Background: an optimization exercise with open tools, aiming at small area. Do not read the settings as production practice. In this exercise RTL edits were held to simulation tests only and were not proved equivalent to the original. The flow treats the clock pin as an ideal source, which a real chip does not have. Power and IR drop assume default switching activity.

==> design.v <==
`default_nettype none
module bc211_core (
    input  wire        clk,
    input  wire        rst,
    input  wire [7:0]  cfg_debounce_n,
    input  wire        cfg_notify_en,
    input  wire        tick,
    input  wire        stop,
    input  wire [31:0] now,
    output reg         hid_open,
    input  wire        hid_open_done,
    input  wire        hid_open_ok,
    output reg         hid_close,
    output wire        tx_valid,
    output reg  [7:0]  tx_data,
    output wire        tx_last,
    input  wire        tx_ready,
    input  wire        tx_done,
    input  wire [1:0]  tx_status,
    output wire        rx_req,
    input  wire        rx_valid,
    input  wire [7:0]  rx_data,
    input  wire        rx_timeout,
    output wire [50:0] snap,        
    output wire [5:0]  err,         
    output wire [2:0]  link_sst,
    output wire        link_rc,
    output wire [2:0]  link_bst,
    output wire [5:0]  ev_valid,
    output wire [17:0] ev_prev,
    output wire [17:0] ev_new,
    output wire [31:0] ev_ts,
    output wire [5:0]  nt_valid,
    output wire [17:0] nt_summary
);
    localparam [5:0]  STATUS_POLL_MAX = 6'd50;
    localparam [2:0] S_OPEN = 3'd0, S_CONFIG = 3'd1, S_INIT_DIR = 3'd2, S_INIT_PU = 3'd3,
                     S_IDLE = 3'd4, S_READ = 3'd5, S_DEAD = 3'd6, S_OFF = 3'd7;
    localparam [2:0] B_CLOSED = 3'd0, B_IDLE = 3'd1, B_CMD = 3'd2, B_STAT = 3'd3, B_DATA = 3'd4;
    localparam [2:0] X_NONE = 3'd0, X_LOAD = 3'd1, X_SEND = 3'd2, X_SWAIT = 3'd3,
                     X_RWAIT = 3'd4, X_RREQ = 3'd5, X_POST = 3'd6, X_CLASS = 3'd7;
    localparam [2:0] O_OK = 3'd0, O_LEN = 3'd1, O_TIMEOUT = 3'd2, O_BUSY = 3'd3, O_NACK = 3'd4,
                     O_IOERR = 3'd5, O_BADSIZE = 3'd6;
    localparam [2:0] E_NONE = 3'd0, E_DEVNF = 3'd1, E_BUSTIMEOUT = 3'd2, E_BUSERROR = 3'd3,
                     E_INIT = 3'd4, E_BADSIZE = 3'd5, E_IOERROR = 3'd6;
    localparam [2:0] ST_UNKNOWN = 3'd0, ST_EMPTY = 3'd1, ST_CHARGING = 3'd2,
                     ST_FULL = 3'd3, ST_ERROR = 3'd4;
    reg [2:0]  sst;
    reg        rc;
    reg        open_wait;
    reg [2:0]  err_det;
    reg        err_m;       
    reg [2:0]  bst;
    reg [2:0]  xph;
    reg        try_cnt;
    reg [5:0]  k;
    reg [5:0]  idx;         
    reg [1:0]  q;           
    reg [11:0] pt;          
    reg [17:0] cm;          
    reg [7:0]  ring [0:5];
    reg [2:0]  ph;
    reg        wt;          
    reg        act;         
    reg [5:0]  sm;          
    reg [5:0]  cf;          
    reg        first;       
    wire       snap_stale = !(err_det == O_OK && !err_m);
    reg [31:0] snap_ts;
    integer j;
    function [2:0] dec;
        input [1:0] pair;
        case (pair)
            2'b11:   dec = ST_EMPTY;
            2'b10:   dec = ST_CHARGING;
            2'b01:   dec = ST_FULL;
            default: dec = ST_ERROR;
        endcase
    endfunction
    reg [17:0] dec_all;
    reg [17:0] snap_st;
    always @(*) begin
        for (j = 0; j < 6; j = j + 1) begin
            dec_all[3*j +: 3] = dec(pt[2*j +: 2]);
            snap_st[3*j +: 3] = ev_valid[j] ? dec_all[3*j +: 3] : cm[3*j +: 3];
        end
    end
    assign snap       = {snap_ts, snap_stale, snap_st};
    reg [2:0] err_cls;
    always @(*) begin
        case (err_det)
            O_OK:      err_cls = err_m ? E_DEVNF : E_NONE;
            3'd7:      err_cls = E_NONE;
            O_LEN:     err_cls = E_BUSERROR;
            O_TIMEOUT: err_cls = err_m ? E_INIT : E_BUSTIMEOUT;
            O_IOERR:   err_cls = E_IOERROR;
            O_BADSIZE: err_cls = E_BADSIZE;
            default:   err_cls = err_m ? E_INIT : E_BUSERROR;   
        endcase
    end
    assign err        = {(err_det == 3'd7) ? O_OK : err_det, err_cls};
    assign link_sst   = sst;
    assign link_rc    = rc;
    assign link_bst   = bst;
    assign ev_prev    = cm;
    assign ev_new     = snap_st;
    assign ev_ts      = snap_ts;
    assign nt_summary = snap_st;
    assign tx_valid = (xph == X_SEND);
    assign rx_req   = (xph == X_RREQ);
    assign tx_last  = (idx == 6'd63);
    always @(*) begin
        tx_data = 8'h00;
        if (idx[5:3] == 3'd0) begin
            if (bst == B_STAT)
                tx_data = (idx[2:0] == 3'd0) ? 8'h30 : 8'h00;
            else if (bst == B_DATA)
                tx_data = (idx[2:0] == 3'd0) ? 8'h31 : 8'h00;
            else begin
                case (sst)
                    S_CONFIG:
                        case (idx[2:0])
                            3'd0: tx_data = 8'h10;
                            3'd2: tx_data = 8'h04;
                            3'd4: tx_data = 8'hA0;
                            3'd5: tx_data = 8'h86;
                            3'd6: tx_data = 8'h01;
                            default: tx_data = 8'h00;
                        endcase
                    S_READ:
                        case (idx[2:0])
                            3'd0: tx_data = 8'h22;
                            3'd1: tx_data = 8'h20;
                            3'd2: tx_data = 8'h01;
                            3'd3: tx_data = 8'h02;
                            3'd4: tx_data = 8'h12;
                            default: tx_data = 8'h00;
                        endcase
                    default:
                        case (idx[2:0])
                            3'd0: tx_data = 8'h20;
                            3'd1: tx_data = 8'h20;
                            3'd2: tx_data = 8'h03;
                            3'd4: tx_data = (sst == S_INIT_DIR) ? 8'h00 : 8'h0C;
                            3'd5: tx_data = 8'hFF;
                            3'd6: tx_data = 8'hFF;
                            default: tx_data = 8'h00;
                        endcase
                endcase
            end
        end
    end
    reg [7:0] xcode;
    always @(*) begin
        case (bst)
            B_STAT:  xcode = 8'h30;
            B_DATA:  xcode = 8'h31;
            default: xcode = (sst == S_CONFIG) ? 8'h10 :
                             (sst == S_READ)   ? 8'h22 : 8'h20;
        endcase
    end
    wire rx_wait = (xph == X_RWAIT) || (xph == X_RREQ);
    wire rx_byte = rx_wait && !rx_timeout && rx_valid;
    wire d_is0   = (rx_data == 8'h00);
    wire d_is1   = (rx_data == 8'h01);
    wire d_is2   = (rx_data == 8'h02);
    wire d_is3   = (rx_data == 8'h03);
    wire d_is4   = (rx_data == 8'h04);
    wire good    = (q == 2'b01);
    wire pt_lo   = rx_byte && (idx == 6'd4) && (bst == B_DATA) && good;
    wire pt_hi   = rx_byte && (idx == 6'd5) && (bst == B_DATA) && good;
    wire sw_done = (xph == X_SWAIT) && tx_done;
    wire sw_fail = sw_done && (tx_status != 2'd0);
    wire rw_to   = rx_wait && rx_timeout;
    wire cls_now = (xph == X_CLASS);
    wire ex_fire = sw_fail || rw_to || cls_now;
    wire [1:0] qq = cls_now ? q : 2'b00;
    reg       go_stat, go_data, poll_again, retry, fin;
    reg [2:0] fin_out;
    reg       af;           
    reg [2:0] af_out;
    always @(*) begin
        go_stat = 1'b0; go_data = 1'b0; poll_again = 1'b0; retry = 1'b0;
        fin = 1'b0; fin_out = O_OK; af = 1'b0; af_out = O_TIMEOUT;
        if (ex_fire) begin
            if (sw_fail) begin
                fin = 1'b1; fin_out = tx_status[1] ? O_BADSIZE : O_IOERR;
            end else begin
                case (bst)
                    B_CMD: begin
                        if (qq == 2'b01) go_stat = 1'b1;
                        else if (qq == 2'b10) begin af = 1'b1; af_out = O_BUSY; end
                        else begin af = 1'b1; af_out = O_TIMEOUT; end
                    end
                    B_STAT: begin
                        if (qq == 2'b01) begin
                            if (sst == S_READ) go_data = 1'b1;
                            else begin fin = 1'b1; fin_out = O_OK; end
                        end else if (qq == 2'b10) begin
                            af = 1'b1; af_out = O_NACK;
                        end else if (qq == 2'b11) begin
                            af = 1'b1; af_out = O_TIMEOUT;
                        end else if (k == STATUS_POLL_MAX) begin
                            af = 1'b1; af_out = O_TIMEOUT;
                        end else begin
                            poll_again = 1'b1;
                        end
                    end
                    default: begin  
                        if (qq == 2'b01) begin
                            fin = 1'b1; fin_out = O_OK;
                        end else if (qq == 2'b11) begin
                            af = 1'b1; af_out = O_LEN;
                        end else begin
                            af = 1'b1; af_out = O_TIMEOUT;
                        end
                    end
                endcase
                if (af) begin
                    if ((af_out == O_TIMEOUT || af_out == O_NACK) && !try_cnt)
                        retry = 1'b1;
                    else begin
                        fin = 1'b1; fin_out = af_out;
                    end
                end
            end
        end
    end
    wire       poll_ok = fin && (fin_out == O_OK) && (sst == S_READ);
    wire       post    = (xph == X_POST);
    wire       upd     = act || (wt && ph == 3'd0);
    reg  [5:0] dcm;         
    always @(*)
        for (j = 0; j < 6; j = j + 1)
            dcm[j] = (dec_all[3*j +: 3] != cm[3*j +: 3]);
    wire [7:0] c0  = sm[ph] ? ring[0] : ~cfg_debounce_n;
    wire       cmt = dcm[ph] && (c0[7:1] == 7'h7F);
    wire [7:0] c_nx = c0 + 8'd1;
    wire [5:0] commit_now = post ? cf : 6'd0;
    reg  [5:0] full_now;
    always @(*)
        for (j = 0; j < 6; j = j + 1)
            full_now[j] = (pt[2*j +: 2] == 2'b01);
    assign ev_valid = commit_now;
    assign nt_valid = cfg_notify_en ? (commit_now & full_now) : 6'd0;
    always @(posedge clk) begin
        if (rx_byte) begin
            case (idx)
                6'd0: q <= (rx_data == xcode) ? 2'b01 : 2'b00;
                6'd1: q <= !good ? 2'b00 : d_is0 ? 2'b01 : d_is1 ? 2'b10 : d_is2 ? 2'b11 : 2'b00;
                6'd2: if (bst == B_STAT)
                          q <= !good ? 2'b00 : d_is2 ? 2'b01 : d_is3 ? 2'b10 : d_is4 ? 2'b11 : 2'b00;
                6'd3: if (bst == B_DATA)
                          q <= good ? (d_is2 ? 2'b01 : 2'b11) : (q == 2'b11) ? 2'b11 : 2'b00;
                default: ;
            endcase
        end
        if (pt_lo) begin
            pt[7:0] <= rx_data;
            for (j = 0; j < 4; j = j + 1)
                sm[j] <= !first && (rx_data[2*j +: 2] == pt[2*j +: 2]);
        end
        if (pt_hi) begin
            pt[11:8] <= rx_data[3:0];
            sm[4] <= !first && (rx_data[1:0] == pt[9:8]);
            sm[5] <= !first && (rx_data[3:2] == pt[11:10]);
        end
        for (j = 0; j < 5; j = j + 1)
            ring[j] <= ring[j + 1];
        ring[5] <= upd ? c_nx : ring[0];
        case (xph)
            X_LOAD: idx <= 6'd0;
            X_SEND: if (tx_ready) idx <= idx + 6'd1;
            X_RWAIT, X_RREQ: if (rx_byte) idx <= idx + 6'd1;
            default: ;
        endcase
        if (rst) begin
            sst        <= S_OPEN;
            rc         <= 1'b0;
            open_wait  <= 1'b0;
            err_m      <= 1'b0;
            err_det    <= 3'd7;
            bst        <= B_CLOSED;
            xph        <= X_NONE;
            try_cnt    <= 1'b0;
            snap_ts    <= 32'd0;
            hid_open   <= 1'b0;
            hid_close  <= 1'b0;
            cm         <= 18'd0;
            ph         <= 3'd0;
            wt         <= 1'b0;
            act        <= 1'b0;
            first      <= 1'b1;
        end else begin
            hid_open  <= 1'b0;
            hid_close <= 1'b0;
            ph <= (ph == 3'd5) ? 3'd0 : ph + 3'd1;
            if (pt_hi) begin
                wt    <= 1'b1;
                first <= 1'b0;
            end else if (ph == 3'd0)
                wt    <= 1'b0;
            if (wt && ph == 3'd0)
                act <= 1'b1;
            else if (ph == 3'd5)
                act <= 1'b0;
            if (upd)
                cf <= {cmt, cf[5:1]};
            for (j = 0; j < 6; j = j + 1)
                if (commit_now[j])
                    cm[3*j +: 3] <= dec_all[3*j +: 3];
            case (xph)
                X_LOAD: begin
                    xph  <= X_SEND;
                    if (bst == B_STAT) k <= k + 6'd1;
                end
                X_SEND: begin
                    if (tx_ready && idx == 6'd63) xph <= X_SWAIT;
                end
                X_SWAIT: begin
                    if (tx_done && tx_status == 2'd0)
                        xph    <= X_RREQ;
                end
                X_RWAIT, X_RREQ: begin
                    if (rx_byte && idx == 6'd63) xph <= X_CLASS;
                    else                         xph <= X_RWAIT;
                end
                X_POST: xph <= X_NONE;
                default: ;
            endcase
            if (go_stat) begin
                bst <= B_STAT;
                k   <= 6'd0;
                xph <= X_LOAD;
            end else if (poll_again) begin
                xph <= X_LOAD;
            end else if (go_data) begin
                bst <= B_DATA;
                xph <= X_LOAD;
            end else if (retry) begin
                try_cnt <= 1'b1;
                bst     <= B_CMD;
                xph     <= X_LOAD;
            end else if (fin) begin
                bst <= B_IDLE;
                xph <= poll_ok ? X_POST : X_NONE;
            end
            case (sst)
                S_OPEN: begin
                    if (!open_wait) begin
                        hid_open  <= 1'b1;
                        open_wait <= 1'b1;
                    end else if (hid_open_done) begin
                        open_wait <= 1'b0;
                        if (hid_open_ok) begin
                            bst <= B_IDLE;
                            sst <= S_CONFIG;
                        end else begin
                            err_m      <= 1'b1;
                            err_det    <= O_OK;
                            sst        <= S_DEAD;
                        end
                    end
                end
                S_CONFIG, S_INIT_DIR, S_INIT_PU: begin
                    if (bst == B_IDLE && xph == X_NONE) begin
                        try_cnt <= 1'b0;
                        bst     <= B_CMD;
                        xph     <= X_LOAD;
                    end else if (fin) begin
                        if (fin_out == O_OK) begin
                            if (sst == S_CONFIG) sst <= S_INIT_DIR;
                            else if (sst == S_INIT_DIR) sst <= S_INIT_PU;
                            else begin
                                rc  <= 1'b0;
                                sst <= S_IDLE;
                            end
                        end else if (fin_out == O_IOERR) begin
                            err_m      <= 1'b1;
                            err_det    <= O_IOERR;
                            hid_close  <= 1'b1;
                            bst        <= B_CLOSED;
                            if (rc) sst <= S_DEAD;
                            else begin
                                rc  <= 1'b1;
                                sst <= S_OPEN;
                            end
                        end else begin
                            err_m      <= 1'b1;
                            err_det    <= fin_out;
                            hid_close  <= 1'b1;
                            bst        <= B_CLOSED;
                            sst        <= S_DEAD;
                        end
                    end
                end
                S_IDLE: begin
                    if (stop) begin
                        hid_close <= 1'b1;
                        bst       <= B_CLOSED;
                        sst       <= S_OFF;
                    end else if (tick) begin
                        sst     <= S_READ;
                        try_cnt <= 1'b0;
                        bst     <= B_CMD;
                        xph     <= X_LOAD;
                    end
                end
                S_READ: begin
                    if (fin) begin
                        case (fin_out)
                            O_OK: begin
                                snap_ts    <= now;
                                err_m      <= 1'b0;
                                err_det    <= O_OK;
                                sst        <= S_IDLE;
                            end
                            O_TIMEOUT: begin
                                err_m      <= 1'b0;
                                err_det    <= O_TIMEOUT;
                                sst        <= S_IDLE;
                            end
                            O_IOERR: begin
                                err_m      <= 1'b0;
                                err_det    <= O_IOERR;
                                hid_close  <= 1'b1;
                                bst        <= B_CLOSED;
                                rc         <= 1'b1;
                                sst        <= S_OPEN;
                            end
                            O_BADSIZE: begin
                                err_m      <= 1'b0;
                                err_det    <= O_BADSIZE;
                                hid_close  <= 1'b1;
                                bst        <= B_CLOSED;
                                sst        <= S_DEAD;
                            end
                            default: begin
                                err_m      <= 1'b0;
                                err_det    <= fin_out;
                                sst        <= S_IDLE;
                            end
                        endcase
                    end
                end
                default: ;
            endcase
        end
    end
endmodule
`default_nettype wire
==> standard.sh <==
#!/bin/bash
# synth_recipe.tcl (not shown) runs the flow's synth.tcl, then flattens the netlist and writes it again
# the make line also repeats each setting of config.mk as NAME=value (left out here)
make -C /OpenROAD-flow-scripts/flow DESIGN_CONFIG=/design/flow/config.mk WORK_HOME=/design/flow/orfs CLKGATE_MAP_FILE= SYNTH_SCRIPT=/design/flow/synth_recipe.tcl "${@:-finish}"
==> flow/run.sh <==
#!/bin/bash
# The standard layout with three changes:
#  - synthesis leaves the adders to ABC and maps the logic with an
#    area-oriented ABC script (flow/area.abc); the flip-flops and every other
#    synthesis step are the standard ones (flow/synth_area.tcl);
#  - the port buffers are made from the smallest buffer cell (resizing still
#    upsizes any that timing or slew needs);
#  - the clock tree is two levels of buffers built by flow/clock_tree.tcl
#    before CTS, in place of TritonCTS's H-tree.
set -euo pipefail
here=$PWD
sed "s#SYNTH_SCRIPT=[^ ]*#SYNTH_SCRIPT=$here/flow/synth_area.tcl#" standard.sh > area_standard.sh
grep -q "SYNTH_SCRIPT=$here/flow/synth_area.tcl" area_standard.sh
export AREA_ABC_SCRIPT=$here/flow/area.abc
export BUFFER_PORTS_ARGS="-buffer_cell sky130_fd_sc_hd__buf_1"
export PRE_CTS_TCL=$here/flow/clock_tree.tcl
export CTS_ARGS="-clk_nets clk -dont_use_dummy_load -buf_list sky130_fd_sc_hd__clkbuf_8"
bash area_standard.sh synth > synth.log 2>&1
bash area_standard.sh finish > finish.log 2>&1
==> flow/clock_tree.tcl <==
# Clock tree made before CTS (PRE_CTS_TCL): the clock port drives one root
# buffer, which drives 16 leaf buffers, each placed at the centre of a group
# of about ten flip-flops (the sinks split by recursive bisection along the
# longer side). Every register sees the same two buffers, so the tree is
# balanced; CTS then has no unbuffered clock net left to work on.
proc manual_clock_tree {K cell {root ""}} {
  set block [ord::get_db_block]
  set clknet [$block findNet clk]
  set sinks {}
  foreach it [$clknet getITerms] {
    set inst [$it getInst]
    set m [[$inst getMaster] getName]
    if {[$it isInputSignal] || [[$it getMTerm] getSigType] == "CLOCK" || [[$it getMTerm] getName] == "CLK"} {
      set loc [$inst getLocation]
      lappend sinks [list $it [lindex $loc 0] [lindex $loc 1]]
    }
  }
  # simple recursive bisection into K groups (K a power of two)
  set groups [list $sinks]
  while {[llength $groups] < $K} {
    set ng {}
    foreach g $groups {
      set xs [lmap s $g {lindex $s 1}]; set ys [lmap s $g {lindex $s 2}]
      set dx [expr {[tcl::mathfunc::max {*}$xs] - [tcl::mathfunc::min {*}$xs]}]
      set dy [expr {[tcl::mathfunc::max {*}$ys] - [tcl::mathfunc::min {*}$ys]}]
      set idx [expr {$dx >= $dy ? 1 : 2}]
      set gs [lsort -integer -index $idx $g]
      set h [expr {[llength $gs] / 2}]
      lappend ng [lrange $gs 0 [expr {$h - 1}]] [lrange $gs $h end]
    }
    set groups $ng
  }
  set master [[ord::get_db] findMaster $cell]
  set src $clknet
  if {$root != ""} {
    # one root buffer between the clock port and the cluster buffers
    set sx 0; set sy 0
    foreach s $sinks { incr sx [lindex $s 1]; incr sy [lindex $s 2] }
    set rb [odb::dbInst_create $block [[ord::get_db] findMaster $root] "clkbuf_manual_root"]
    set src [odb::dbNet_create $block "clk_manual_root"]
    $src setSigType CLOCK
    [$rb findITerm A] connect $clknet
    [$rb findITerm X] connect $src
    $rb setLocation [expr {$sx / [llength $sinks]}] [expr {$sy / [llength $sinks]}]
    $rb setPlacementStatus PLACED
  }
  set i 0
  foreach g $groups {
    set sx 0; set sy 0
    foreach s $g { incr sx [lindex $s 1]; incr sy [lindex $s 2] }
    set cx [expr {$sx / [llength $g]}]; set cy [expr {$sy / [llength $g]}]
    set buf [odb::dbInst_create $block $master "clkbuf_manual_$i"]
    set net [odb::dbNet_create $block "clk_manual_$i"]
    $net setSigType CLOCK
    foreach s $g { set it [lindex $s 0]; $it disconnect; $it connect $net }
    [$buf findITerm A] connect $src
    [$buf findITerm X] connect $net
    $buf setLocation $cx $cy
    $buf setPlacementStatus PLACED
    incr i
  }
  puts "manual clock tree: [llength $sinks] sinks in $K clusters of $cell"
}

# after manual_clock_tree: upsize any leaf buffer whose flip-flops see a slow clock edge
proc upsize_slow_leaves {limit bigcell} {
  set_propagated_clock [all_clocks]
  estimate_parasitics -placement
  set n 0
  foreach inst [get_cells clkbuf_manual_*] {
    if {[get_name $inst] == "clkbuf_manual_root"} { continue }
    set out [get_pins -of_objects $inst -filter "direction==output"]
    set net [get_nets -of_objects $out]
    set worst 0
    foreach p [get_pins -of_objects $net -filter "direction==input"] {
      set s [get_property $p slew_max]
      if {$s > $worst} { set worst $s }
    }
    if {$worst > $limit} {
      replace_cell $inst $bigcell
      incr n
    }
    puts "leaf [get_name $inst] worst clock slew $worst"
  }
  puts "upsized $n leaf buffers to $bigcell"
  unset_propagated_clock [all_clocks]
}

manual_clock_tree 16 sky130_fd_sc_hd__clkbuf_4 sky130_fd_sc_hd__clkbuf_16
upsize_slow_leaves 0.110 sky130_fd_sc_hd__clkbuf_8
==> flow/area.abc <==
strash
dch -f
amap
mfs2
strash
dch -f
amap
mfs2
strash
dch -f
amap
mfs2
strash
dch -f
amap
mfs2
strash
dch -f
amap
topo
==> config.mk <==
export PLATFORM = sky130hd
export DESIGN_NAME = bc211_core
export DESIGN_NICKNAME = bc211_core
export VERILOG_FILES = /design/flow/design.v
export SDC_FILE = /design/flow/constraint.sdc
export NUM_CORES = 4
export LEC_CHECK = 0
export CAP_MARGIN = 0
export CORE_MARGIN = 2
export CORE_UTILIZATION = 70
export CTS_BUF_LIST = sky130_fd_sc_hd__clkbuf_8
export SLEW_MARGIN = 0
==> constraint.sdc <==
create_clock -name core_clock -period 10.0 [get_ports {clk}]
set_input_delay 2.0000 -clock core_clock [delete_from_list [all_inputs] [get_ports {clk}]]
set_output_delay 2.0000 -clock core_clock [all_outputs]
set_load 0.01 [all_outputs]
==> flow/synth_area.tcl <==
# synth_recipe.tcl with two changes: no half/full adder cells are extracted
# (extract_fa), so all the logic goes to ABC, and the technology mapping of
# the logic uses an area-oriented ABC script (flow/area.abc) in place of
# ORFS's speed script. Everything else, including the flip-flop mapping, is
# the standard synthesis.
proc synth {args} { yosys synth -nofsm -noshare {*}$args }
proc abc {args} {
  set i [lsearch -exact $args -script]
  if {$i >= 0} { lset args [expr {$i + 1}] $::env(AREA_ABC_SCRIPT) }
  yosys abc {*}$args
}
proc extract_fa {args} { }
source $::env(SCRIPTS_DIR)/synth.tcl
# left out here: clear keep_hierarchy, flatten, clean up, hide names made inside functions, write 1_2_yosys.v
==> results of run 1 <==
[power by group through the flow]
stage | Sequential (mW) | Combinational [mW] | Clock, mW
3_3_place_gp | 0.727 | 0.253 | 0
6_report | 0.717 | 0.268 | 0.298
4_1_cts | 0.730 | 0.265 | 0.212
5_1_grt | 0.719 | 0.295 | 0.320
2_1_floorplan | 0.725 | 0.176 | 0
3_5_place_dp | 0.729 | 0.262 | 0
[worst paths after layout]
| kind | endpoint | startpoint |
|---|---|---|
| max reg2reg | sst[0]$_SDFFE_PP0P_ | xph[2]$_SDFF_PP0_ |
| min | ring[1][1]$_DFF_P_ | ring[2][1]$_DFF_P_ |
| max | nt_valid[2] | cfg_notify_en |
| min reg2reg | ring[1][1]$_DFF_P_ | ring[2][1]$_DFF_P_ |
[cell families (layout without fill, tap and decap cells)]
family | after synthesis | count (layout) | share of synthesized area, %
DFF | 160 | 160 | 51.1
xor gates and xnor gates | 2 | 2 | 0.250
and+or+nand+nor | 242 | 242 | 15.3
AOI/OAI and AO/OA | 191 | 191 | 20.2
buffers and inverters | 177 | 366 | 13.2
[registers in the layout, indices dropped and copies added, names as in the netlist, 2 cells and up]
register,count
cm,18
sm,6
pt,12
bst,3
sst,3
snap_ts,32
xph,3
q,2
cf,6
ring,48
idx,6
k,6
ph,3
err_det,3
[synthesized netlist by cell type (3+ instances only)]
cell type,count
a2111oi_0,5
a211oi_1,7
a21oi_1,28
a221oi_1,6
a22oi_1,4
a31oi_1,6
and2_0,3
and3_1,3
buf_4,69
clkinv_1,108
dfxtp_1,122
edfxtp_1,38
nand2_1,38
nand3_1,13
nand4_1,4
nor2_1,114
nor2b_1,9
nor3_1,42
nor4_1,6
o21a_1,3
o21ai_0,25
o21bai_1,3
o221a_1,32
o221ai_1,5
o22ai_1,43
o32ai_1,7
or2_0,3
or4_1,3
[layer usage]
metal	track usage [%]	up-vias	wire length, um
li1	-	3085	-
met3	4.20	47	1780
met1	42.8	3047	7230
met5	0	-	0
met2	59.0	406	9460
met4	10.1	0	490
[through the flow]
stage	cells	hold slack, ps	cell area, sq um	total power, mW	setup slack [ps]
after floorplan	772	310	7010	0.901	5470
after detailed placement	1077	312	7580	0.992	5080
after global routing	1094	329	7740	1.33	4960
after CTS	1094	312	7740	1.21	5080
final	1094	323	7740	1.28	5000
after global placement	1077	312	7580	0.980	5150
[cell type report]
cell class,count,share of cell area [%]
repair buffers,241,12.0
flip-flops and latches,160,46.3
inverters,108,5.24
well taps,133,2.15
multi-input cells,435,32.3
plain buffers,17,2.04
==> impl_results.md, run 1 <==
- Arr. time, crit path: roughly 3000 ps
- Avg Cell Area, Syn: just over 9 sq um
- Die area: 10,800 sq um
- Gate Count Post-Synth: roughly 770
- Max-capacitance violation count: 0
- Most common cell after layout, fill and taps aside: buf_1
- Largest net degree at the start of global routing: 39
- Final min period: ~5000 ps
- Die Ht: between 100 and 150 um
- Post-Syn Nets: 833
- Utilization after layout: approximately four fifths
- #FFs+latches synth: 160
- Status: finished clean
- Post-synthesis instance area: approximately 7000 sq um
- Clk Latency, worst-skew pair: 400 ps
- Boundary pin count: about 240
- Crit path cell chain: buf_1, clkinv_1, nor4_1, buf_1
- CTS resizes: 0
- Top cell type's share of synthesized area: a little over a third
- Net Sw Frac: 31.8%
- Tcrit/Tclk final: 50.0%
- Number of port buffers: 235
- Hold Crit Depth: 0
- Pre-Repair DR Iteration Count: 6
- Sequential Power Share: 55.8%
- Die Wd: 104 um
- Slowest stage delay, CP: between 400 and 500 ps
- Final WL: between 15 and 20 mm
- Most frequent cells in the layout: 234 x buf_1, 122 x dfxtp_1, 114 x nor2_1
- Cell count along the critical path: 4
- Family with the most delay on the worst path: buffers and inverters
- Final setup vio count: 0
- Starting density of the core: slightly above 70%
- Worst Setup End Kind: primary output
- # diodes: 0
- Combinational share of power: 20.9%
- Peak VDD IR: between 0.15 and 0.2 mV
- Setup TNS: 0 ps
- Ys flop type: dfxtp_1
- Leakage: ~2.6 nW
- RD Place Congestion: 0.891
- Critical path required time: approximately 8000 ps
- Gr ovfl total: 0
- Max_slew headroom: between 10% and 20%
- Drt wl/cell: roughly 17 um
- Initial antenna violation count: 0
- Setup slack, reg-to-reg: between 6000 and 7000 ps
- Vias in the first global route: 6,235
- RSZ-0062 raised after global routing: no
- Clock skew: between 30 and 40 ps
- Filler Cells Inserted: ~680
- Vias: 6,585
- Vias per cell: between 6 and 7
- Core region area: a little under 10,000 sq um
- Synth Warn #: 2
- Post-synth ARST share: 0%
- Share of cells above drive strength 1: under 10%
- Pwr dens: 166 nW/um^2
- Area of the multi-input gates: ~2500 sq um
- Num rows: 36
- Hold_buf cts: 0
- Setup crit start kind: primary input
- First-pass GRT wire length: between 30 and 40 mm
- Cells on worst reg2reg path: 14
- DR iter-0 viols: around 690
- FMAX: approximately 200 MHz
- Max Slew Vio Count: 0
- Crit path buffers/inverters: 3
- Yosys top cell by area: dfxtp_1
- Hold WC Path Type: flip-flop to flip-flop
- CP dominant cell by count: buf_1
- P_int: approximately 0.88 mW
- Synth cell types: 46
- P_sw: just over 0.4 mW
- Crit path max-delay cell type: nor4_1
- CP Max Fanout: 6
- Final #Nets: ~1,000
- Reg area: between 3000 and 4000 sq um
- Register area share after synthesis: about half
- Crit path kind: primary input to primary output
- Clock slew at reported path FFs: 110 ps
- Main area contributors after synthesis: dfxtp_1 35%, edfxtp_1 16%, buf_4 7.4%
- DRC: 0
- Least-Margin Pin Slew: roughly 1300 ps
- Number of routed nets with antenna violations: 0
- Final hold vios: 0
- Post-CTS setup buffers: 0
- EDFF count, synth: 38
- Layout area overhead: 10.5%
- Overall Global Routing Usage: approximately a third
- Dpl hpwl: around 14 mm
- Clock power frac: a little under a quarter
==> run 2: changes to the inputs <==
--- a/design.v
+++ b/design.v
@@ -62,8 +62,7 @@
     reg [2:0]  ph;
     reg        wt;          
     reg        act;         
-    reg [5:0]  sm;          
-    reg [5:0]  cf;          
+    reg [5:0]  sm;
     reg        first;       
     wire       snap_stale = !(err_det == O_OK && !err_m);
     reg [31:0] snap_ts;
@@ -233,10 +232,10 @@
     always @(*)
         for (j = 0; j < 6; j = j + 1)
             dcm[j] = (dec_all[3*j +: 3] != cm[3*j +: 3]);
-    wire [7:0] c0  = sm[ph] ? ring[0] : ~cfg_debounce_n;
-    wire       cmt = dcm[ph] && (c0[7:1] == 7'h7F);
+    wire [7:0] c0  = sm[0] ? ring[0] : ~cfg_debounce_n;
+    wire       cmt = (c0[7:1] == 7'h7F);      
     wire [7:0] c_nx = c0 + 8'd1;
-    wire [5:0] commit_now = post ? cf : 6'd0;
+    wire [5:0] commit_now = post ? (sm & dcm) : 6'd0;
     reg  [5:0] full_now;
     always @(*)
         for (j = 0; j < 6; j = j + 1)
@@ -255,6 +254,8 @@
                 default: ;
             endcase
         end
+        if (upd)
+            sm <= {cmt, sm[5:1]};
         if (pt_lo) begin
             pt[7:0] <= rx_data;
             for (j = 0; j < 4; j = j + 1)
@@ -304,8 +305,6 @@
                 act <= 1'b1;
             else if (ph == 3'd5)
                 act <= 1'b0;
-            if (upd)
-                cf <= {cmt, cf[5:1]};
             for (j = 0; j < 6; j = j + 1)
                 if (commit_now[j])
                     cm[3*j +: 3] <= dec_all[3*j +: 3];
==> impl_results.md, run 2 <==
- Initial antenna violation count: 0 (unchanged)
- Cell count along the critical path: 8 (+4)
- Core region area: 9640 sq um (-0.93%)
- DRC: 0 (unchanged)
- Gr ovfl total: 0 (unchanged)
- Max reg flops: 48 (unchanged)
- #FFs+latches synth: 154 (-3.8%)
- First-pass GRT wire length: 28.8 mm (-4.9%)
- Total power: 1.38 mW (+7.6%)
- Pwr dens: 183 nW/um^2 (+10%)
- Most frequent cells in the layout: 234 x buf_1, 124 x clkinv_1, 122 x dfxtp_1
- Hold_buf cts: 0 (unchanged)
- Overall Global Routing Usage: 34.2% (+0.88 points)
- Least-Margin Pin Slew: 1160 ps (-93.4 ps)
- Crit path max-delay cell type: nor3_1
- Vias: 6,547 (-0.58%)
- Max-capacitance violation count: 0 (unchanged)
- Status: finished clean
- Hold Crit Depth: 0 (unchanged)
- Worst Setup End Kind: primary output
- RD Place Congestion: 0.913 (+2.4%)
- Post-CTS setup buffers: 0 (unchanged)
- CP dominant cell by count: clkinv_1
- Yosys top cell by area: dfxtp_1
- Die area: 10,600 sq um (-2.2%)
- Vias in the first global route: 5,811 (-6.8%)
- Critical path required time: 8000 ps (about the same)
- Max Slew Vio Count: 0 (unchanged)
- Num rows: 36 (unchanged)
- Most common cell after layout, fill and taps aside: buf_1
- CP Max Fanout: 6 (unchanged)
- Utilization after layout: 78.3% (-1.3 points)
- Die Wd: 103 um (-1.1%)
- RSZ-0062 raised after global routing: no
- Clock skew: 22.2 ps (-14.1 ps)
- Peak VDD IR: 0.213 mV (+19%)
- Post-Syn Nets: 829 (-0.48%)
- Min-Delay Endpoint: ring[0][0]$_DFF_P_
- Post-synthesis instance area: 6850 sq um (-2.3%)
- R2R Path Start: sst[2]$_SDFFE_PP0P_
- Max_slew headroom: 22.6% (+6.6 points)
- Final WL: 19.3 mm (+2.0%)
- Ys flop type: dfxtp_1
- Crit path kind: flip-flop to primary output
- Post-synth ARST share: 0% (unchanged)
- Vias per cell: 6.03 (+0.16%)
- EDFF count, synth: 32 (-16%)
- Tcrit/Tclk final: 52.1% (+2.1 points)
- Boundary pin count: 236 (unchanged)
- Final #Nets: 1,016 (-0.78%)
- Largest net degree at the start of global routing: 38 (-2.6%)
- Synth cell types: 41 (-11%)
- Family with the most delay on the worst path: buffers and inverters
- Final min period: 5210 ps (+213 ps)
- Hold WC Path Type: flip-flop to flip-flop
- Commonest cells in the synthesized netlist: 124 x clkinv_1, 122 x dfxtp_1, 114 x nor2_1
- Setup crit start kind: flip-flop
- Main area contributors after synthesis: dfxtp_1 36%, edfxtp_1 14%, buf_4 7.6%
- # diodes: 0 (unchanged)
- Register area share after synthesis: 49.7% (-1.4 points)
- Crit path cell chain: clkinv_1, nor3_1, clkinv_1, nor3_1, clkinv_1, o22ai_1, clkinv_1, buf_1
- Top cell type's share of synthesized area: 35.7% (+0.81 points)
- FMAX: 192 MHz (-4.1%)
- Top reg by flops: ring
- Hold Crit Start: ring[1][0]$_DFF_P_
- Layout area overhead: 10.2%
- Clk Latency, worst-skew pair: 380 ps (-20 ps)
- Die Ht: 103 um (-1.1%)
- Number of routed nets with antenna violations: 0 (unchanged)
- Gate Count Post-Synth: 768 (-0.52%)
- Avg Cell Area, Syn: 8.92 sq um (-1.8%)
- Most common cell in the netlist: clkinv_1
- Critical R2R Capture: xph[1]$_SDFF_PP0_
- Synth Warn #: 2 (unchanged)
- Setup TNS: 0 ps (unchanged)
- Drt wl/cell: 17.8 um (+2.7%)
- Regs by FF count: ring x48, snap_ts x32, cm x18
- Clock slew at reported path FFs: 90 ps (-20 ps)
- CTS resizes: 0 (unchanged)
- Starting density of the core: 71.1% (-0.98 points)
- Dpl hpwl: 14.7 mm (+4.3%)
- Number of port buffers: 235 (unchanged)
- Arr. time, crit path: 3210 ps (+210 ps)
- Pre-Repair DR Iteration Count: 5 (-1)
- Share of cells above drive strength 1: 2.10% (-0.40 points)
- Leakage: 2.53 nW (-2.6%)
- Crit path buffers/inverters: 5 (+2)
- Final hold vios: 0 (unchanged)
- Slowest stage delay, CP: 600 ps (+180 ps)
- Final setup vio count: 0 (unchanged)
- Setup slack, reg-to-reg: 5500 ps (-810 ps)
- DR iter-0 viols: 444 (-35%)
- Cells on worst reg2reg path: 7 (-7)
## run 2: through the flow
| step | hold WS [ps] | cell area, sq um | std cells | setup slack [ps] |
|---|---|---|---|---|
| global placement | 310 | 7400 | 1069 | 5230 |
| detailed placement | 312 | 7400 | 1069 | 5190 |
| global route | 331 | 7550 | 1086 | 4530 |
| finish | 321 | 7550 | 1086 | 4790 |
| floorplan | 310 | 6850 | 768 | 5620 |
| CTS | 312 | 7550 | 1086 | 5160 |
## run 2: final cells by class
class	instances	area, sq um
sequential	154	3400
inverter	124	465
multi-input combinational	421	2460
timing repair buffer	237	898
tap	133	166
buffer	17	151
fill	688	2090
## run 2: logic make-up (layout without fill, tap and decap cells)
family	Yosys count	in the layout	synth area share, %
xor+xnor	1	1	0.128
buf+inv	193	378	14.4
simple gates	234	234	15.1
compound gates	186	186	20.8
flops	154	154	49.7
## run 2: where the power goes
| group | internal (mW) | switching, mW |
|---|---|---|
| logic | 0.126 | 0.260 |
| registers | 0.676 | 0.0397 |
| clock network | 0.0974 | 0.182 |
| total | 0.899 | 0.481 |
## run 2: how the worst max path moves through the flow
stage,start,end
2_1_floorplan,cfg_notify_en,nt_valid[0]
4_1_cts,cfg_notify_en,nt_valid[0]
5_1_grt,xph[1]$_SDFF_PP0_,nt_summary[12]
3_3_place_gp,cfg_notify_en,nt_valid[2]
6_report,xph[1]$_SDFF_PP0_,snap[9]
3_5_place_dp,cfg_notify_en,nt_valid[0]
## run 2: metal layers
metal / up-vias / global-route usage [%] / share of wire [%]
met3: 73 / 4.88 / 8.0
li1: 3051 / - / -
met2: 377 / 59.0 / 50
met4: 0 / 12.3 / 3.5
met5: - / 0 / 0
met1: 3046 / 44.1 / 39
## run 2: worst register-to-register path, delay by kind of cell, from the launching register on
family | cells | cell delay [ps]
compound gates | 2 | 850
buf+inv | 2 | 1430
flops | 1 | 510
simple gates | 3 | 1580
==> run 3: changes to the inputs <==
--- a/design.v
+++ b/design.v
@@ -53,7 +53,6 @@
     reg [2:0]  bst;
     reg [2:0]  xph;
     reg        try_cnt;
-    reg [5:0]  k;
     reg [5:0]  idx;         
     reg [1:0]  q;           
     reg [11:0] pt;          
@@ -62,7 +61,7 @@
     reg [2:0]  ph;
     reg        wt;          
     reg        act;         
-    reg [5:0]  sm;
+    reg [5:0]  ks;
     reg        first;       
     wire       snap_stale = !(err_det == O_OK && !err_m);
     reg [31:0] snap_ts;
@@ -199,7 +198,7 @@
                             af = 1'b1; af_out = O_NACK;
                         end else if (qq == 2'b11) begin
                             af = 1'b1; af_out = O_TIMEOUT;
-                        end else if (k == STATUS_POLL_MAX) begin
+                        end else if (ks == STATUS_POLL_MAX) begin
                             af = 1'b1; af_out = O_TIMEOUT;
                         end else begin
                             poll_again = 1'b1;
@@ -232,10 +231,10 @@
     always @(*)
         for (j = 0; j < 6; j = j + 1)
             dcm[j] = (dec_all[3*j +: 3] != cm[3*j +: 3]);
-    wire [7:0] c0  = sm[0] ? ring[0] : ~cfg_debounce_n;
+    wire [7:0] c0  = ks[0] ? ring[0] : ~cfg_debounce_n;
     wire       cmt = (c0[7:1] == 7'h7F);      
     wire [7:0] c_nx = c0 + 8'd1;
-    wire [5:0] commit_now = post ? (sm & dcm) : 6'd0;
+    wire [5:0] commit_now = post ? (ks & dcm) : 6'd0;
     reg  [5:0] full_now;
     always @(*)
         for (j = 0; j < 6; j = j + 1)
@@ -255,16 +254,16 @@
             endcase
         end
         if (upd)
-            sm <= {cmt, sm[5:1]};
+            ks <= {cmt, ks[5:1]};
         if (pt_lo) begin
             pt[7:0] <= rx_data;
             for (j = 0; j < 4; j = j + 1)
-                sm[j] <= !first && (rx_data[2*j +: 2] == pt[2*j +: 2]);
+                ks[j] <= !first && (rx_data[2*j +: 2] == pt[2*j +: 2]);
         end
         if (pt_hi) begin
             pt[11:8] <= rx_data[3:0];
-            sm[4] <= !first && (rx_data[1:0] == pt[9:8]);
-            sm[5] <= !first && (rx_data[3:2] == pt[11:10]);
+            ks[4] <= !first && (rx_data[1:0] == pt[9:8]);
+            ks[5] <= !first && (rx_data[3:2] == pt[11:10]);
         end
         for (j = 0; j < 5; j = j + 1)
             ring[j] <= ring[j + 1];
@@ -311,7 +310,7 @@
             case (xph)
                 X_LOAD: begin
                     xph  <= X_SEND;
-                    if (bst == B_STAT) k <= k + 6'd1;
+                    if (bst == B_STAT) ks <= ks + 6'd1;
                 end
                 X_SEND: begin
                     if (tx_ready && idx == 6'd63) xph <= X_SWAIT;
@@ -329,7 +328,7 @@
             endcase
             if (go_stat) begin
                 bst <= B_STAT;
-                k   <= 6'd0;
+                ks  <= 6'd0;
                 xph <= X_LOAD;
             end else if (poll_again) begin
                 xph <= X_LOAD;
==> impl_results.md, run 3 <==
- Least-Margin Pin Slew: 1100 ps (-61.0 ps)
- Final #Nets: 1,033 (+1.7%)
- Final min period: 4900 ps (-305 ps)
- RSZ-0062 raised after global routing: no
- Regs by FF count: ring x48, snap_ts x32, cm x18
- #FFs+latches synth: 148 (-3.9%)
- Register area share after synthesis: 47.4% (-2.3 points)
- Setup crit start kind: flip-flop
- Leakage: 2.50 nW (-1.2%)
- Status: finished clean
- Commonest cells in the synthesized netlist: 128 x dfxtp_1, 120 x nor2_1, 104 x clkinv_1
- Top cell type's share of synthesized area: 38.4% (+2.7 points)
- Gr ovfl total: 0 (unchanged)
- Crit path cell chain: clkinv_1, nor2_1, nand2_1, nor3_1, clkinv_1, o22ai_1, buf_1
- Most common cell after layout, fill and taps aside: buf_1
- Post-CTS setup buffers: 0 (unchanged)
- FMAX: 204 MHz (+6.2%)
- Post-synthesis instance area: 6680 sq um (-2.5%)
- Layout area overhead: 10.6%
- Drt wl/cell: 17.3 um (-2.7%)
- Final hold vios: 0 (unchanged)
- Final setup vio count: 0 (unchanged)
- RD Place Congestion: 1.08 (+18%)
- Ys flop type: dfxtp_1
- First-pass GRT wire length: 29.3 mm (+1.9%)
- Critical path required time: 8000 ps (about the same)
- Clock slew at reported path FFs: 90 ps (about the same)
- Setup TNS: 0 ps (unchanged)
- Vias: 6,794 (+3.8%)
- CP Max Fanout: 8 (+2)
- Number of port buffers: 235 (unchanged)
- Most common cell in the netlist: dfxtp_1
- Vias in the first global route: 5,958 (+2.5%)
- Main area contributors after synthesis: dfxtp_1 38%, edfxtp_1 9.0%, buf_4 7.8%
- Total power: 1.31 mW (-5.2%)
- # diodes: 0 (unchanged)
- Die area: 10,300 sq um (-2.4%)
- Hold WC Path Type: flip-flop to flip-flop
- Peak VDD IR: 0.174 mV (-18%)
- Core region area: 9240 sq um (-4.1%)
- Max reg flops: 48 (unchanged)
- Most frequent cells in the layout: 235 x buf_1, 128 x dfxtp_1, 119 x nor2_1
- Num rows: 35 (-2.8%)
- Filler Cells Inserted: 638 (-7.3%)
- Pwr dens: 177 nW/um^2 (-3.2%)
- Arr. time, crit path: 2900 ps (-310 ps)
- Min Hold Slack: 317 ps (-4.22 ps)
- Number of routed nets with antenna violations: 0 (unchanged)
- Yosys top cell by area: dfxtp_1
- Die Wd: 102 um (-1.2%)
- Initial antenna violation count: 0 (unchanged)
- Die Ht: 102 um (-1.2%)
- Max-capacitance violation count: 0 (unchanged)
- EDFF count, synth: 20 (-38%)
- Dpl hpwl: 14.4 mm (-1.9%)
- Pre-Repair DR Iteration Count: 6 (+1)
- Post-synth ARST share: 0% (unchanged)
- Post-Syn Nets: 844 (+1.8%)
- Max Slew Vio Count: 0 (unchanged)
- Vias per cell: 6.18 (+2.5%)
- Starting density of the core: 72.3% (+1.2 points)
- Clock skew: 29.6 ps (+7.39 ps)
- DR iter-0 viols: 673 (+52%)
- Max_slew headroom: 26.6% (+4.0 points)
- Worst Setup End Kind: primary output
- Avg Cell Area, Syn: 8.53 sq um (-4.4%)
- Gate Count Post-Synth: 783 (+2.0%)
- Synth cell types: 40 (-2.4%)
- Crit path max-delay cell type: nor3_1
- Tcrit/Tclk final: 49.0% (-3.0 points)
- Final WL: 19.0 mm (-1.5%)
- Slowest stage delay, CP: 560 ps (-40 ps)
- CTS resizes: 0 (unchanged)
- Top reg by flops: ring
- Share of cells above drive strength 1: 2.27% (+0.17 points)
- Synth Warn #: 2 (unchanged)
- Overall Global Routing Usage: 35.0% (+0.81 points)
- CP dominant cell by count: clkinv_1
- Hold_buf cts: 0 (unchanged)
- Crit path kind: flip-flop to primary output
- DRC: 0 (unchanged)
- Clk Latency, worst-skew pair: 380 ps (about the same)
- Boundary pin count: 236 (unchanged)
- Largest net degree at the start of global routing: 35 (-7.9%)
## run 3: cells by family after synthesis
| family | Yosys count | share of synthesized area [%] |
|---|---|---|
| buf+inv | 173 | 13.6 |
| compound gates | 210 | 22.4 |
| flops | 148 | 47.4 |
| xor+xnor | 1 | 0.131 |
| simple gates | 251 | 16.5 |
## run 3: metrics by stage
| step | utilization [%] | cells | setup WS (ps) | area [sq um] |
|---|---|---|---|---|
| global route | 79.9 | 1099 | 4860 | 7390 |
| floorplan | - | 783 | 5620 | 6680 |
| detailed placement | 78.3 | 1082 | 5340 | 7240 |
| CTS | 79.9 | 1099 | 5330 | 7390 |
| finish | 79.9 | 1099 | 5100 | 7390 |
| global placement | 78.3 | 1082 | 5390 | 7240 |
## run 3: critical path: cells and delay by family (launching register included)
| family | cells | cell delay [ps] |
|---|---|---|
| compound gates | 1 | 390 |
| buf+inv | 3 | 720 |
| flops | 1 | 470 |
| simple gates | 3 | 950 |
## run 3: routing by layer
| layer | track usage, % | wire, um | up-vias |
|---|---|---|---|
| li1 | - | - | 3132 |
| met1 | 49.3 | 7710 | 3143 |
| met2 | 56.2 | 8970 | 462 |
| met3 | 5.24 | 1880 | 57 |
| met4 | 10.3 | 474 | 0 |
| met5 | 0 | 0 | - |
## run 3: worst paths after layout
check	from	end	slack, ps	cells past startpoint
min	ring[2][6]$_DFF_P_	ring[1][6]$_DFF_P_	320	0
max reg2reg	sst[2]$_SDFFE_PP0P_	snap_ts[8]$_SDFFE_PP0P_	6210	7
max	xph[1]$_SDFF_PP0_	ev_new[8]	5100	7
min reg2reg	ring[2][6]$_DFF_P_	ring[1][6]$_DFF_P_	320	0
## run 3: power breakdown
part | switching [mW] | internal [mW] | leakage [nW] | total (mW)
clock | 0.175 | 0.0973 | 0.0885 | 0.272
sequential | 0.0412 | 0.647 | 1.23 | 0.688
combinational | 0.237 | 0.111 | 1.19 | 0.348
## run 3: final cells by class
| type | instances | area [sq um] | share of cell area [%] |
|---|---|---|---|
| Sequential cell | 148 | 3160 | 42.8 |
| Multi-Input combinational cell | 462 | 2610 | 35.3 |
| Timing Repair Buffer | 239 | 912 | 12.3 |
| Inverter | 104 | 390 | 5.28 |
| Tap cell | 129 | 161 | 2.18 |
| Buffer | 17 | 151 | 2.05 |
==> run 4: changes to the inputs <==
--- a/design.v
+++ b/design.v
@@ -231,9 +231,9 @@
     always @(*)
         for (j = 0; j < 6; j = j + 1)
             dcm[j] = (dec_all[3*j +: 3] != cm[3*j +: 3]);
-    wire [7:0] c0  = ks[0] ? ring[0] : ~cfg_debounce_n;
+    wire [7:0] c0  = (ks[0] || !upd) ? ring[0] : ~cfg_debounce_n;
     wire       cmt = (c0[7:1] == 7'h7F);      
-    wire [7:0] c_nx = c0 + 8'd1;
+    wire [7:0] c_nx = c0 + {7'd0, upd};
     wire [5:0] commit_now = post ? (ks & dcm) : 6'd0;
     reg  [5:0] full_now;
     always @(*)
@@ -267,13 +267,11 @@
         end
         for (j = 0; j < 5; j = j + 1)
             ring[j] <= ring[j + 1];
-        ring[5] <= upd ? c_nx : ring[0];
-        case (xph)
-            X_LOAD: idx <= 6'd0;
-            X_SEND: if (tx_ready) idx <= idx + 6'd1;
-            X_RWAIT, X_RREQ: if (rx_byte) idx <= idx + 6'd1;
-            default: ;
-        endcase
+        ring[5] <= c_nx;
+        if (xph == X_LOAD)
+            idx <= 6'd0;
+        else
+            idx <= idx + {5'd0, (xph == X_SEND && tx_ready) || rx_byte};
         if (rst) begin
             sst        <= S_OPEN;
             rc         <= 1'b0;
==> impl_results.md, run 4 <==
- First-pass GRT wire length: 27.6 mm (-5.8%)
- Most common cell after layout, fill and taps aside: buf_1
- Share of cells above drive strength 1: 2.26% (-0.0047 points)
- CP Max Fanout: 6 (-2)
- Post-synth ARST share: 0% (unchanged)
- Final Non-Filler Cells: 1,083 (-1.5%)
- RSZ-0062 raised after global routing: no
- Dpl hpwl: 13.6 mm (-5.7%)
- Top reg by flops: ring
- Critical path required time: 8000 ps (about the same)
- DRC: 0 (unchanged)
- Met3 routed WL: 1.49 mm (-21%)
- Most frequent cells in the layout: 235 x buf_1, 134 x dfxtp_1, 123 x nor2_1
- Crit path kind: flip-flop to primary output
- Register area share after synthesis: 47.2% (-0.19 points)
- Pre-Repair DR Iteration Count: 5 (-1)
- Setup crit start kind: flip-flop
- Number of routed nets with antenna violations: 0 (unchanged)
- Post-route cell area: 7260 sq um (-1.7%)
- DR iter-0 viols: 494 (-27%)
- Post-synthesis instance area: 6580 sq um (-1.5%)
- Clock slew at reported path FFs: 90 ps (about the same)
- Post-CTS setup buffers: 0 (unchanged)
- Max reg flops: 48 (unchanged)
- Gr ovfl total: 0 (unchanged)
- EDFF count, synth: 14 (-30%)
- Vias in the first global route: 5,817 (-2.4%)
- Avg Cell Area, Syn: 8.39 sq um (-1.6%)
- Max_slew headroom: 25.6% (-1.0 points)
- Vias per cell: 5.99 (-3.1%)
- Core region area: 9200 sq um (-0.47%)
- Yosys top cell by area: dfxtp_1
- Max-capacitance violation count: 0 (unchanged)
- Final #Nets: 1,035 (+0.19%)
- Synth cell types: 39 (-2.5%)
- Boundary pin count: 236 (unchanged)
- Commonest cells in the synthesized netlist: 134 x dfxtp_1, 123 x nor2_1, 102 x clkinv_1
- Starting density of the core: 71.5% (-0.74 points)
- Die Wd: 101 um (-0.72%)
- Regs by FF count: ring x48, snap_ts x32, cm x18
- Main area contributors after synthesis: dfxtp_1 41%, buf_4 7.9%, nor2_1 7.0%
- Hold WC Path Type: flip-flop to flip-flop
- Gate Count Post-Synth: 784 (+0.13%)
- Number of port buffers: 235 (unchanged)
- Min Hold Slack: 321 ps (+3.43 ps)
- Setup slack, reg-to-reg: 6210 ps (about the same)
- Final min period: 4980 ps (+79.7 ps)
- Arr. time, crit path: 2980 ps (+80 ps)
- #FFs+latches synth: 148 (unchanged)
- Wire length on met2: 8.61 mm (-4.0%)
- Final setup vio count: 0 (unchanged)
- Met1 WL: 7.30 mm (-5.3%)
- Clock skew: 23.0 ps (-6.61 ps)
- # diodes: 0 (unchanged)
- Tcrit/Tclk final: 49.8% (+0.80 points)
- Initial antenna violation count: 0 (unchanged)
- Pwr dens: 174 nW/um^2 (-2.0%)
- Uppermost layer routed: met4
- Dpl cells: 1,066 (-1.5%)
- Setup TNS: 0 ps (unchanged)
- Ys flop type: dfxtp_1
- Clk Latency, worst-skew pair: 380 ps (about the same)
- Worst Slack Setup Final: 5020 ps (-79.7 ps)
- Die Ht: 101 um (-0.72%)
- Vias: 6,490 (-4.5%)
- Die area: 10,200 sq um (-1.4%)
- Final hold vios: 0 (unchanged)
- Synth Warn #: 2 (unchanged)
- Peak VDD IR: 0.156 mV (-10%)
- Status: finished clean
- Largest net degree at the start of global routing: 42 (+20%)
- Layout area overhead: 10.4%
- Post-Syn Nets: 845 (+0.12%)
- Most common cell in the netlist: dfxtp_1
- CTS resizes: 0 (unchanged)
- FMAX: 201 MHz (-1.6%)
- Max Slew Vio Count: 0 (unchanged)
- Hold_buf cts: 0 (unchanged)
- RD Place Congestion: 0.941 (-12%)
- Total power: 1.26 mW (-3.6%)
- Top cell type's share of synthesized area: 40.8% (+2.4 points)
- Dpl cell area: 7120 sq um (-1.6%)
- Dpl ws: 5250 ps (-81.7 ps)
- Final WL: 17.8 mm (-6.3%)
- Least-Margin Pin Slew: 1110 ps (+12.5 ps)
- Overall Global Routing Usage: 33.0% (-2.0 points)
- Num rows: 35 (unchanged)
- Worst Setup End Kind: primary output
- Drt wl/cell: 16.5 um (-4.9%)
- Utilization after layout: 79.0% (-0.97 points)
- Leakage: 2.51 nW (+0.18%)
[run 4: cell count changes after synthesis, sizes merged, moves of 7 or more]
cell    previous run  this run
o21a               3        12
o21ai             37        30
nand2             43        51
o221ai            10         3
[run 4: cell families after synthesis]
| logic type | synth area share, % |
|---|---|
| AO/OA/AOI/OAI | 21.9 |
| buffers and inverters | 13.7 |
| flip-flops | 47.2 |
| AND/OR/NAND/NOR | 17.2 |
[run 4: report_power, final]
part | total [mW] | internal [mW] | switching [mW]
Sequential | 0.672 | 0.637 | 0.0350
Clock | 0.270 | 0.0931 | 0.177
Combinational | 0.319 | 0.106 | 0.213
[run 4: final timing paths]
kind | startpoint | end | cells past startpoint
worst max-delay path | pt[0]$_DFFE_PP_ | ev_new[0] | 10
worst min-delay path | ring[3][5]$_DFF_P_ | ring[2][5]$_DFF_P_ | 0
worst max register to register | bst[1]$_SDFF_PP0_ | xph[2]$_SDFF_PP0_ | 18
worst min register to register | ring[3][5]$_DFF_P_ | ring[2][5]$_DFF_P_ | 0
[run 4: layout make-up]
cell class	instances	area (sq um)
well taps	111	139
flip-flops and latches	148	3100
multi-input cells	465	2570
inverters	102	383
fillers	655	1930
repair buffers	240	920
plain buffers	17	145
[run 4: metal layers]
| metal | vias up | track usage, % |
|---|---|---|
| met5 | - | 0 |
| met4 | 0 | 10.4 |
| met3 | 50 | 4.23 |
| met2 | 337 | 55.0 |
| met1 | 3020 | 45.0 |
| li1 | 3083 | - |
[run 4: critical path, cell delays in order, from the launching register on]
cell	delay (ps)
edfxtp_1	460
nor2_1	220
clkinv_1	120
o21ai_0	150
nand2_1	90
o21ai_0	70
a2111oi_0	80
nor3_1	530
clkinv_1	250
o22ai_1	390
buf_1	250

-- port drivers added, routing unchanged --
How much do the figures lean on ideal ports? The routed layouts below were timed once more, with nothing changed but the port constraints.
Step 1, drivers: a clkbuf_16 drives clk and a buf_2 each remaining input, both assumed.
Step 2 times the ports against the registers' clock, not the clock port: input delays grow and output delays shrink by t, the midpoint of the rising clock arrivals with the driver on.
Slacks: ideal ports / drivers / drivers and shift; pairs: ideal ports / drivers.
run	t (ns)	slack for setup (ns)	clock arrival spread, ns	worst register clock-pin slew, ns
run 1	0.414	5.005 / 4.981 / 4.981	0.036 / 0.036	0.11 / 0.11
run 2	0.408	4.792 / 4.752 / 5.068	0.025 / 0.025	0.11 / 0.11
run 3	0.404	5.096 / 5.062 / 5.286	0.030 / 0.030	0.11 / 0.11
run 4	0.407	5.017 / 4.979 / 5.191	0.026 / 0.025	0.11 / 0.11
After both steps every run listed still meets setup and hold. The setup slack of run 1, which loses most, moves by -0.024 ns with the drivers and by -0.024 ns with both steps.
